This design comes from an exercise in tuning for small area, a short achievable clock period and few clock cycles on the open sky130 flow, not from production work. At most, simulation tests tie the RTL to the original design; equivalence was not proved. Power figures rest on the tool's default switching activity, not on a simulated workload.

== the reference run ==
==> flow/design.v (excerpt) <==
module ieee488_engine (
    input  wire       clk,
    input  wire       rst,           
    input  wire [4:0] cfg_address,   
    input  wire       atn_in,
    input  wire       dav_in,
    input  wire       ndac_in,
    input  wire       nrfd_in,
    input  wire       eoi_in,
    input  wire       ifc_in,
    input  wire [7:0] data_in,
    output reg        dav_drv,
    output reg        eoi_drv,
    output reg        ndac_drv,
    output reg        nrfd_drv,
    output wire [7:0] data_out,
    output wire       data_talk,     
    output wire       ctrl_talk,     
    output wire       ext_req,
    output wire [3:0] ext_op,
    output wire [3:0] ext_sa,
    output wire [7:0] ext_wdata,
    input  wire       ext_ack,
    input  wire       ext_ok,
    input  wire [7:0] ext_rdata,
    input  wire       ext_last,
    input  wire       ext_eoi,
    output wire [5:0] cmd_len,
    input  wire [4:0] cmd_raddr,
    output wire [7:0] cmd_rdata
);
Size: roughly 1100 cells after synthesis, ~310 flip-flops, ~83 I/O pins, roughly 13000 um2 of cells after synthesis.
clock: 5.0 ns
lec_check: 0
cap_margin: 20
core_margin: 2
core_utilization: 40
cts_buf_list: sky130_fd_sc_hd__clkbuf_8
cts_cluster_diameter: 60
cts_cluster_size: 12
setup_slack_margin: 2.0
slew_margin: 20
synth_hierarchical: 1
synth_minimum_keep_size: 0
run.sh (not shown) runs the stock make flow with config.mk's settings and CLKGATE_MAP_FILE= SYNTH_SCRIPT=/design/flow/synth_recipe.tcl, a recipe that flattens the netlist after the stock synthesis.
The reference run finished end to end and its layout was clean on timing, DRC and antenna.
Testbench counts of the reference run, summed over its fixed seeds: cycles 28,704.
[inputs] the trial run vs the reference run
--- a/flow/design.v
+++ b/flow/design.v
@@ -72,56 +72,58 @@
     reg [1:0] mode;
     reg       last;
     reg       talk_drv;      
     assign ext_req   = state[4];
     assign ext_op    = state[3:0];
     assign ext_sa    = sa;
     assign ext_wdata = v;
     assign data_out  = v;
     assign data_talk = talk_drv;
     assign ctrl_talk = talk_drv;
     assign cmd_len   = command_length;
-    wire [4:0] ra_n;
-    wire [3:0] pre_lo_n;     
-    wire [7:0] pre_hi_n;     
-    wire [31:0] wsel;        
-    genvar gb, gg, gk, gw;
+    wire [1:0] ra_lo_n;
+    wire [2:0] ra_hi_n;
+    ieee488_rd_inv u_ilo0 (.a(cmd_raddr[0]), .y(ra_lo_n[0]));
+    ieee488_rd_inv u_ilo1 (.a(cmd_raddr[1]), .y(ra_lo_n[1]));
+    ieee488_rd_inv u_ihi0 (.a(cmd_raddr[2]), .y(ra_hi_n[0]));
+    ieee488_rd_inv u_ihi1 (.a(cmd_raddr[3]), .y(ra_hi_n[1]));
+    ieee488_rd_inv u_ihi2 (.a(cmd_raddr[4]), .y(ra_hi_n[2]));
+    wire [3:0] rd_lo [0:3];
+    wire [7:0] rd_hi [0:1];
+    genvar gb, gg, gk, gc;
     generate
-        for (gk = 0; gk < 5; gk = gk + 1) begin : g_inv
-            ieee488_rd_inv u_i (.a(cmd_raddr[gk]), .y(ra_n[gk]));
+        for (gc = 0; gc < 4; gc = gc + 1) begin : g_lo
+            ieee488_rd_nor2 u_l0 (.a(cmd_raddr[1]), .b(cmd_raddr[0]), .y(rd_lo[gc][0]));
+            ieee488_rd_nor2 u_l1 (.a(cmd_raddr[1]), .b(ra_lo_n[0]),   .y(rd_lo[gc][1]));
+            ieee488_rd_nor2 u_l2 (.a(ra_lo_n[1]),   .b(cmd_raddr[0]), .y(rd_lo[gc][2]));
+            ieee488_rd_nor2 u_l3 (.a(ra_lo_n[1]),   .b(ra_lo_n[0]),   .y(rd_lo[gc][3]));
         end
-        for (gk = 0; gk < 4; gk = gk + 1) begin : g_lo
-            ieee488_rd_nand2 u_l (
-                .a(gk[1] ? cmd_raddr[1] : ra_n[1]),
-                .b(gk[0] ? cmd_raddr[0] : ra_n[0]),
-                .y(pre_lo_n[gk]));
-        end
-        for (gg = 0; gg < 8; gg = gg + 1) begin : g_hi
-            ieee488_rd_nand3 u_h (
-                .a(gg[2] ? cmd_raddr[4] : ra_n[4]),
-                .b(gg[1] ? cmd_raddr[3] : ra_n[3]),
-                .c(gg[0] ? cmd_raddr[2] : ra_n[2]),
-                .y(pre_hi_n[gg]));
-        end
-        for (gw = 0; gw < CMD_BUF_SIZE; gw = gw + 1) begin : g_ws
-            ieee488_rd_nor2 u_w (.a(pre_lo_n[gw % 4]), .b(pre_hi_n[gw / 4]),
-                                 .y(wsel[gw]));
+        for (gc = 0; gc < 2; gc = gc + 1) begin : g_hic
+            for (gg = 0; gg < 8; gg = gg + 1) begin : g_hi
+                ieee488_rd_nor3 u_h (
+                    .a(gg[2] ? ra_hi_n[2] : cmd_raddr[4]),
+                    .b(gg[1] ? ra_hi_n[1] : cmd_raddr[3]),
+                    .c(gg[0] ? ra_hi_n[0] : cmd_raddr[2]),
+                    .y(rd_hi[gc][gg]));
+            end
         end
         for (gb = 0; gb < 8; gb = gb + 1) begin : g_rd
+            wire [3:0] lo = rd_lo[gb / 2];
+            wire [7:0] hi = rd_hi[gb / 4];
             wire [7:0] grp;      
             wire [3:0] pair_n;
             for (gg = 0; gg < 8; gg = gg + 1) begin : g_grp
                 wire [3:0] t;
                 for (gk = 0; gk < 4; gk = gk + 1) begin : g_w
-                    ieee488_rd_nand2 u_t (.a(command_buffer[4*gg+gk][gb]),
-                                          .b(wsel[4*gg+gk]), .y(t[gk]));
+                    ieee488_rd_nand3 u_t (.a(command_buffer[4*gg+gk][gb]),
+                                          .b(lo[gk]), .c(hi[gg]), .y(t[gk]));
                 end
                 ieee488_rd_nand4 u_n (.a(t[0]), .b(t[1]), .c(t[2]), .d(t[3]),
                                       .y(grp[gg]));
             end
             for (gk = 0; gk < 4; gk = gk + 1) begin : g_pair
                 ieee488_rd_nor2 u_p (.a(grp[2*gk]), .b(grp[2*gk+1]), .y(pair_n[gk]));
             end
             ieee488_rd_nand4 u_o (.a(pair_n[0]), .b(pair_n[1]), .c(pair_n[2]),
                                   .d(pair_n[3]), .y(cmd_rdata[gb]));
         end
     endgenerate
@@ -455,21 +457,21 @@
                 nrfd_drv     <= 1'b1;
             end
         end
     end
 endmodule
 module ieee488_rd_inv (input wire a, output wire y);
     assign y = ~a;
 endmodule
 module ieee488_rd_nor2 (input wire a, input wire b, output wire y);
     assign y = ~(a | b);
 endmodule
-module ieee488_rd_nand2 (input wire a, input wire b, output wire y);
-    assign y = ~(a & b);
+module ieee488_rd_nor3 (input wire a, input wire b, input wire c, output wire y);
+    assign y = ~(a | b | c);
 endmodule
 module ieee488_rd_nand3 (input wire a, input wire b, input wire c, output wire y);
     assign y = ~(a & b & c);
 endmodule
 module ieee488_rd_nand4 (input wire a, input wire b, input wire c, input wire d,
                          output wire y);
     assign y = ~(a & b & c & d);
 endmodule
[summary]
- The trial run: clock power is about 10% higher than what the reference run reported.
- Per the comparison of the trial run with the reference run, setup slack of the worst register-to-register path shows no meaningful change, die area saw an increase.
- The trial run ended up with a higher count of standard-cell rows than the reference run did.
- On the trial run: clock-buffer cell count is 6 higher than what the reference run gave.
- In the trial run the wire length of the first global-routing pass turned out 12% higher than in the reference run.
- Summary of the trial run over the reference run: non-clock buffer count now sits higher, total design power now sits higher, count of antenna diodes in the layout now sits lower, sequential cell area share now sits lower, worst setup slack now sits lower.
- The trial run: global-route usage is 1.6 points higher than what the reference run reported.
No functional check of the RTL was part of the trial run.

== before ==
Another version of the RTL of ieee488_engine (not shown whole).
Size in the first run: ~990 cells after synthesis, ~310 flip-flops, about 83 I/O pins, roughly 0.014 sq mm of cells after synthesis.
clock: 5.0 ns
lec_check: 0
cap_margin: 20
core_margin: 2
core_utilization: 40
cts_buf_list: sky130_fd_sc_hd__clkbuf_8
cts_cluster_diameter: 60
cts_cluster_size: 12
setup_slack_margin: 2.0
slew_margin: 20
synth_hierarchical: 1
synth_minimum_keep_size: 0
Changes in after relative to before:
--- a/flow/design.v
+++ b/flow/design.v
@@ -101,30 +101,29 @@
             ieee488_rd_nor3 u_h (
                 .a(gg[2] ? ra_hi_n[2] : cmd_raddr[4]),
                 .b(gg[1] ? ra_hi_n[1] : cmd_raddr[3]),
                 .c(gg[0] ? ra_hi_n[0] : cmd_raddr[2]),
                 .y(rd_hi[gg]));
         end
         for (gb = 0; gb < 8; gb = gb + 1) begin : g_rd
             wire [3:0] lo = rd_lo[gb / 2];
             wire [7:0] grp;
             wire [3:0] pair_n;
             for (gg = 0; gg < 8; gg = gg + 1) begin : g_grp
-                wire x0, x1;
-                ieee488_rd_aoi22 u_a0 (
-                    .a(command_buffer[4*gg+0][gb]), .b(lo[0]),
-                    .c(command_buffer[4*gg+1][gb]), .d(lo[1]), .y(x0));
-                ieee488_rd_aoi22 u_a1 (
-                    .a(command_buffer[4*gg+2][gb]), .b(lo[2]),
-                    .c(command_buffer[4*gg+3][gb]), .d(lo[3]), .y(x1));
-                ieee488_rd_nand2 u_n (.a(x0), .b(x1), .y(grp[gg]));
+                wire [3:0] t;
+                for (gk = 0; gk < 4; gk = gk + 1) begin : g_w
+                    ieee488_rd_nand2 u_t (.a(command_buffer[4*gg+gk][gb]),
+                                          .b(lo[gk]), .y(t[gk]));
+                end
+                ieee488_rd_nand4 u_n (.a(t[0]), .b(t[1]), .c(t[2]), .d(t[3]),
+                                      .y(grp[gg]));
             end
             for (gk = 0; gk < 4; gk = gk + 1) begin : g_pair
                 ieee488_rd_aoi22 u_p (
                     .a(grp[2*gk]),   .b(rd_hi[2*gk]),
                     .c(grp[2*gk+1]), .d(rd_hi[2*gk+1]), .y(pair_n[gk]));
             end
             ieee488_rd_nand4 u_o (.a(pair_n[0]), .b(pair_n[1]), .c(pair_n[2]),
                                   .d(pair_n[3]), .y(cmd_rdata[gb]));
         end
     endgenerate
     wire atn_event = atn_prev & ~atn_in;
==> comparison <==
after went all the way through synthesis, placement and routing and the layout is clean on timing, DRC and antenna. Minimum period implied by the final worst setup slack in after vs before: down 0.20 ns. Summary of after over before: final design utilization fell by 1.2 points; cell area after synthesis dropped about 3.5%; global-route wire length before repair has decreased; post-detailed-placement cell area lower. Per the comparison of after with before, maximum net fanout on the critical path climbed 3, summed area of non-filler cells in the final layout lost 5.5%. before ended up with compound AO/OA/AOI/OAI gates as its main combinational cell family by area after synthesis; after ended up with simple AND/OR/NAND/NOR gates.
Testbench counts of after, summed over its fixed seeds: cycles 28,704.
Function not checked in before: the RTL went through the layout flow alone.

RTL: one of the versions met above, not the one the previous note started from.
Size in the first run: ~1100 cells after synthesis, roughly 83 I/O pins.
clock: 5.0 ns
lec_check: 0
cap_margin: 20
core_margin: 2
core_utilization: 40
setup_slack_margin: 2.0
slew_margin: 20
synth_hierarchical: 1
synth_minimum_keep_size: 0
standard.sh (not shown) runs the stock make flow with config.mk's settings and CLKGATE_MAP_FILE= SYNTH_SCRIPT=/design/flow/synth_recipe.tcl, a recipe that flattens the netlist after the stock synthesis.
==> flow/flow/run.sh <==
#!/bin/bash
# The standard layout (the standard.sh: ORFS synthesis to final layout),
# with two changes to how the layout is made:
#  - the port buffers that global placement inserts on every input and output
#    are sky130_fd_sc_hd__buf_1 rather than the cell OpenROAD picks by itself
#    (the resizer still upsizes the ones on critical paths);
#  - clock tree synthesis builds the tree from clkbuf_4 with small sink
#    clusters and adds no dummy loads.
set -euo pipefail
export BUFFER_PORTS_ARGS="-buffer_cell sky130_fd_sc_hd__buf_1"
export CTS_ARGS="-sink_clustering_enable -repair_clock_nets -sink_clustering_size 10 -sink_clustering_max_diameter 50 -buf_list sky130_fd_sc_hd__clkbuf_4 -dont_use_dummy_load"
bash standard.sh > standard.log 2>&1
Testbench counts at the start, summed over its fixed seeds: cycles 28,704.
Edit:
--- a/flow/design.v
+++ b/flow/design.v
@@ -77,37 +77,39 @@
     assign ext_sa    = sa;
     assign ext_wdata = v;
     assign data_out  = v;
     assign data_talk = talk_drv;
     assign ctrl_talk = talk_drv;
     assign cmd_len   = command_length;
     wire [4:0] ra_n;
-    wire [3:0] pre_lo_n;     
+    wire [3:0] pre_lo_n [0:1];   
     wire [7:0] pre_hi_n;     
     wire [31:0] wsel;        
     genvar gb, gg, gk, gw;
     generate
         for (gk = 0; gk < 5; gk = gk + 1) begin : g_inv
             ieee488_rd_inv u_i (.a(cmd_raddr[gk]), .y(ra_n[gk]));
         end
-        for (gk = 0; gk < 4; gk = gk + 1) begin : g_lo
-            ieee488_rd_nand2 u_l (
-                .a(gk[1] ? cmd_raddr[1] : ra_n[1]),
-                .b(gk[0] ? cmd_raddr[0] : ra_n[0]),
-                .y(pre_lo_n[gk]));
+        for (gw = 0; gw < 2; gw = gw + 1) begin : g_loc
+            for (gk = 0; gk < 4; gk = gk + 1) begin : g_lo
+                ieee488_rd_nand2 u_l (
+                    .a(gk[1] ? cmd_raddr[1] : ra_n[1]),
+                    .b(gk[0] ? cmd_raddr[0] : ra_n[0]),
+                    .y(pre_lo_n[gw][gk]));
+            end
         end
         for (gg = 0; gg < 8; gg = gg + 1) begin : g_hi
             ieee488_rd_nand3 u_h (
                 .a(gg[2] ? cmd_raddr[4] : ra_n[4]),
                 .b(gg[1] ? cmd_raddr[3] : ra_n[3]),
                 .c(gg[0] ? cmd_raddr[2] : ra_n[2]),
                 .y(pre_hi_n[gg]));
         end
         for (gw = 0; gw < CMD_BUF_SIZE; gw = gw + 1) begin : g_ws
-            ieee488_rd_nor2 u_w (.a(pre_lo_n[gw % 4]), .b(pre_hi_n[gw / 4]),
+            ieee488_rd_nor2 u_w (.a(pre_lo_n[gw / 16][gw % 4]), .b(pre_hi_n[gw / 4]),
                                  .y(wsel[gw]));
         end
         for (gb = 0; gb < 8; gb = gb + 1) begin : g_rd
             wire [7:0] grp;      
             wire [3:0] pair_n;
             for (gg = 0; gg < 8; gg = gg + 1) begin : g_grp
                 wire [3:0] t;
Outcome: Design area grows by 0.52%. Cell count grows by 1.1%. Sequential share of layout area shrinks by 0.31 points. Routed wire length stays flat. Total power grows by 10%. Sequential power grows by about 3%. Global-route usage shrinks by 0.50 points.
Only the layout flow was run in the second run of this note; the RTL was not checked for function there.

ieee488_engine with an RTL version that a note above also has.
For scale: ~83 I/O pins, about 0.013 sq mm of cells after synthesis.
Design ieee488_engine, start of the top module:
module ieee488_engine (
    input  wire       clk,
    input  wire       rst,           
    input  wire [4:0] cfg_address,   
    input  wire       atn_in,
    input  wire       dav_in,
    input  wire       ndac_in,
    input  wire       nrfd_in,
    input  wire       eoi_in,
    input  wire       ifc_in,
    input  wire [7:0] data_in,
    output reg        dav_drv,
    output reg        eoi_drv,
    output reg        ndac_drv,
    output reg        nrfd_drv,
    output wire [7:0] data_out,
    output wire       data_talk,     
    output wire       ctrl_talk,     
    output wire       ext_req,
    output wire [3:0] ext_op,
    output wire [3:0] ext_sa,
    output wire [7:0] ext_wdata,
    input  wire       ext_ack,
    input  wire       ext_ok,
    input  wire [7:0] ext_rdata,
    input  wire       ext_last,
    input  wire       ext_eoi,
    output wire [5:0] cmd_len,
    input  wire [4:0] cmd_raddr,
    output wire [7:0] cmd_rdata
);
clock: 5.0 ns
lec_check: 0
cap_margin: 20
core_margin: 2
core_utilization: 40
setup_slack_margin: 2.0
slew_margin: 20
synth_hierarchical: 1
synth_minimum_keep_size: 0
Scripts as last shown in full above: flow/flow/run.sh
Testbench counts at the start, summed over its fixed seeds: cycles 28,704.
Rerun with:
--- a/flow/design.v
+++ b/flow/design.v
@@ -83,49 +83,50 @@
     wire [1:0] ra_lo_n;
     wire [2:0] ra_hi_n;
     ieee488_rd_inv u_ilo0 (.a(cmd_raddr[0]), .y(ra_lo_n[0]));
     ieee488_rd_inv u_ilo1 (.a(cmd_raddr[1]), .y(ra_lo_n[1]));
     ieee488_rd_inv u_ihi0 (.a(cmd_raddr[2]), .y(ra_hi_n[0]));
     ieee488_rd_inv u_ihi1 (.a(cmd_raddr[3]), .y(ra_hi_n[1]));
     ieee488_rd_inv u_ihi2 (.a(cmd_raddr[4]), .y(ra_hi_n[2]));
     wire [3:0] rd_lo [0:3];
-    wire [7:0] rd_hi;
-    genvar gb, gg, gk;
+    wire [7:0] rd_hi [0:1];
+    genvar gb, gg, gk, gc;
     generate
-        for (gb = 0; gb < 4; gb = gb + 1) begin : g_lo
-            ieee488_rd_nor2 u_l0 (.a(cmd_raddr[1]), .b(cmd_raddr[0]), .y(rd_lo[gb][0]));
-            ieee488_rd_nor2 u_l1 (.a(cmd_raddr[1]), .b(ra_lo_n[0]),   .y(rd_lo[gb][1]));
-            ieee488_rd_nor2 u_l2 (.a(ra_lo_n[1]),   .b(cmd_raddr[0]), .y(rd_lo[gb][2]));
-            ieee488_rd_nor2 u_l3 (.a(ra_lo_n[1]),   .b(ra_lo_n[0]),   .y(rd_lo[gb][3]));
+        for (gc = 0; gc < 4; gc = gc + 1) begin : g_lo
+            ieee488_rd_nor2 u_l0 (.a(cmd_raddr[1]), .b(cmd_raddr[0]), .y(rd_lo[gc][0]));
+            ieee488_rd_nor2 u_l1 (.a(cmd_raddr[1]), .b(ra_lo_n[0]),   .y(rd_lo[gc][1]));
+            ieee488_rd_nor2 u_l2 (.a(ra_lo_n[1]),   .b(cmd_raddr[0]), .y(rd_lo[gc][2]));
+            ieee488_rd_nor2 u_l3 (.a(ra_lo_n[1]),   .b(ra_lo_n[0]),   .y(rd_lo[gc][3]));
         end
-        for (gg = 0; gg < 8; gg = gg + 1) begin : g_hi
-            ieee488_rd_nor3 u_h (
-                .a(gg[2] ? ra_hi_n[2] : cmd_raddr[4]),
-                .b(gg[1] ? ra_hi_n[1] : cmd_raddr[3]),
-                .c(gg[0] ? ra_hi_n[0] : cmd_raddr[2]),
-                .y(rd_hi[gg]));
+        for (gc = 0; gc < 2; gc = gc + 1) begin : g_hic
+            for (gg = 0; gg < 8; gg = gg + 1) begin : g_hi
+                ieee488_rd_nor3 u_h (
+                    .a(gg[2] ? ra_hi_n[2] : cmd_raddr[4]),
+                    .b(gg[1] ? ra_hi_n[1] : cmd_raddr[3]),
+                    .c(gg[0] ? ra_hi_n[0] : cmd_raddr[2]),
+                    .y(rd_hi[gc][gg]));
+            end
         end
         for (gb = 0; gb < 8; gb = gb + 1) begin : g_rd
             wire [3:0] lo = rd_lo[gb / 2];
-            wire [7:0] grp;
+            wire [7:0] hi = rd_hi[gb / 4];
+            wire [7:0] grp;      
             wire [3:0] pair_n;
             for (gg = 0; gg < 8; gg = gg + 1) begin : g_grp
                 wire [3:0] t;
                 for (gk = 0; gk < 4; gk = gk + 1) begin : g_w
-                    ieee488_rd_nand2 u_t (.a(command_buffer[4*gg+gk][gb]),
-                                          .b(lo[gk]), .y(t[gk]));
+                    ieee488_rd_nand3 u_t (.a(command_buffer[4*gg+gk][gb]),
+                                          .b(lo[gk]), .c(hi[gg]), .y(t[gk]));
                 end
                 ieee488_rd_nand4 u_n (.a(t[0]), .b(t[1]), .c(t[2]), .d(t[3]),
                                       .y(grp[gg]));
             end
             for (gk = 0; gk < 4; gk = gk + 1) begin : g_pair
-                ieee488_rd_aoi22 u_p (
-                    .a(grp[2*gk]),   .b(rd_hi[2*gk]),
-                    .c(grp[2*gk+1]), .d(rd_hi[2*gk+1]), .y(pair_n[gk]));
+                ieee488_rd_nor2 u_p (.a(grp[2*gk]), .b(grp[2*gk+1]), .y(pair_n[gk]));
             end
             ieee488_rd_nand4 u_o (.a(pair_n[0]), .b(pair_n[1]), .c(pair_n[2]),
                                   .d(pair_n[3]), .y(cmd_rdata[gb]));
         end
     endgenerate
     wire atn_event = atn_prev & ~atn_in;
     wire ifc_now   = ifc_received | ~ifc_in;           
     wire abort_any = atn_received | ifc_now;           
@@ -462,19 +463,15 @@
     assign y = ~a;
 endmodule
 module ieee488_rd_nor2 (input wire a, input wire b, output wire y);
     assign y = ~(a | b);
 endmodule
 module ieee488_rd_nor3 (input wire a, input wire b, input wire c, output wire y);
     assign y = ~(a | b | c);
 endmodule
-module ieee488_rd_nand2 (input wire a, input wire b, output wire y);
-    assign y = ~(a & b);
+module ieee488_rd_nand3 (input wire a, input wire b, input wire c, output wire y);
+    assign y = ~(a & b & c);
 endmodule
 module ieee488_rd_nand4 (input wire a, input wire b, input wire c, input wire d,
                          output wire y);
     assign y = ~(a & b & c & d);
 endmodule
-module ieee488_rd_aoi22 (input wire a, input wire b, input wire c, input wire d,
-                         output wire y);
-    assign y = ~((a & b) | (c & d));
-endmodule
Outcome:
- routed wire length rose by 1.9%
- total power barely changes
- core utilization rose by 2.2 points
- hold slack is better by 0.013 ns
- final area grows by 4.8%
- worst setup slack is worse by 0.010 ns
- sequential power barely changes
- synthesized cell count increases by 0.36%
- via count went up by 4.3%
- clock power is about the same
- flip-flop and latch count is unchanged
- count of clock-buffer cells in the layout went up by 1
- critical path depth is higher by 2
- global-route usage climbs by 0.28 points
Function not checked in the second run of this note: the RTL went through the layout flow alone.

-- port drivers added, routing unchanged --
The flow's constraints put no driver on any port. The routed layouts listed below were extracted and timed again, unchanged, in two steps.
Step 1 sets driving cells, clkbuf_16 on the clock port and buf_2 on the other inputs (assumed; they add their load-dependent delay and slew).
Step 2 also shifts input and output timing later by t, the mid clock arrival at the registers, as if the neighbouring blocks saw the same clock.
Three values: no drivers, after step 1, after step 2; two values: the first two.
| run | shift t [ns] | slack for setup (ns) | cell pins on the clock port's net |
|---|---|---|---|
| the reference run | 0.623 | 1.636 / 1.578 / 1.484 | 1 |
| the trial run | 0.580 | 1.521 / 1.466 / 1.466 | 1 |
| before | 0.639 | 1.484 / 1.437 / 1.437 | 1 |
| after | 0.639 | 1.688 / 1.565 / 1.503 | 1 |
| the first run of note 3 | 0.703 | 1.617 / 1.510 / 1.493 | 1 |
| the second run of note 3 | 0.682 | 1.614 / 1.542 / 1.542 | 1 |
| the first run of note 4 | 0.671 | 1.512 / 1.457 / 1.457 | 1 |
| the second run of note 4 | 0.660 | 1.501 / 1.467 / 1.467 | 1 |
After both steps setup and hold are still met in every run listed. For after, which loses most, drivers alone change the setup slack by -0.123 ns; drivers and shift together by -0.185 ns.
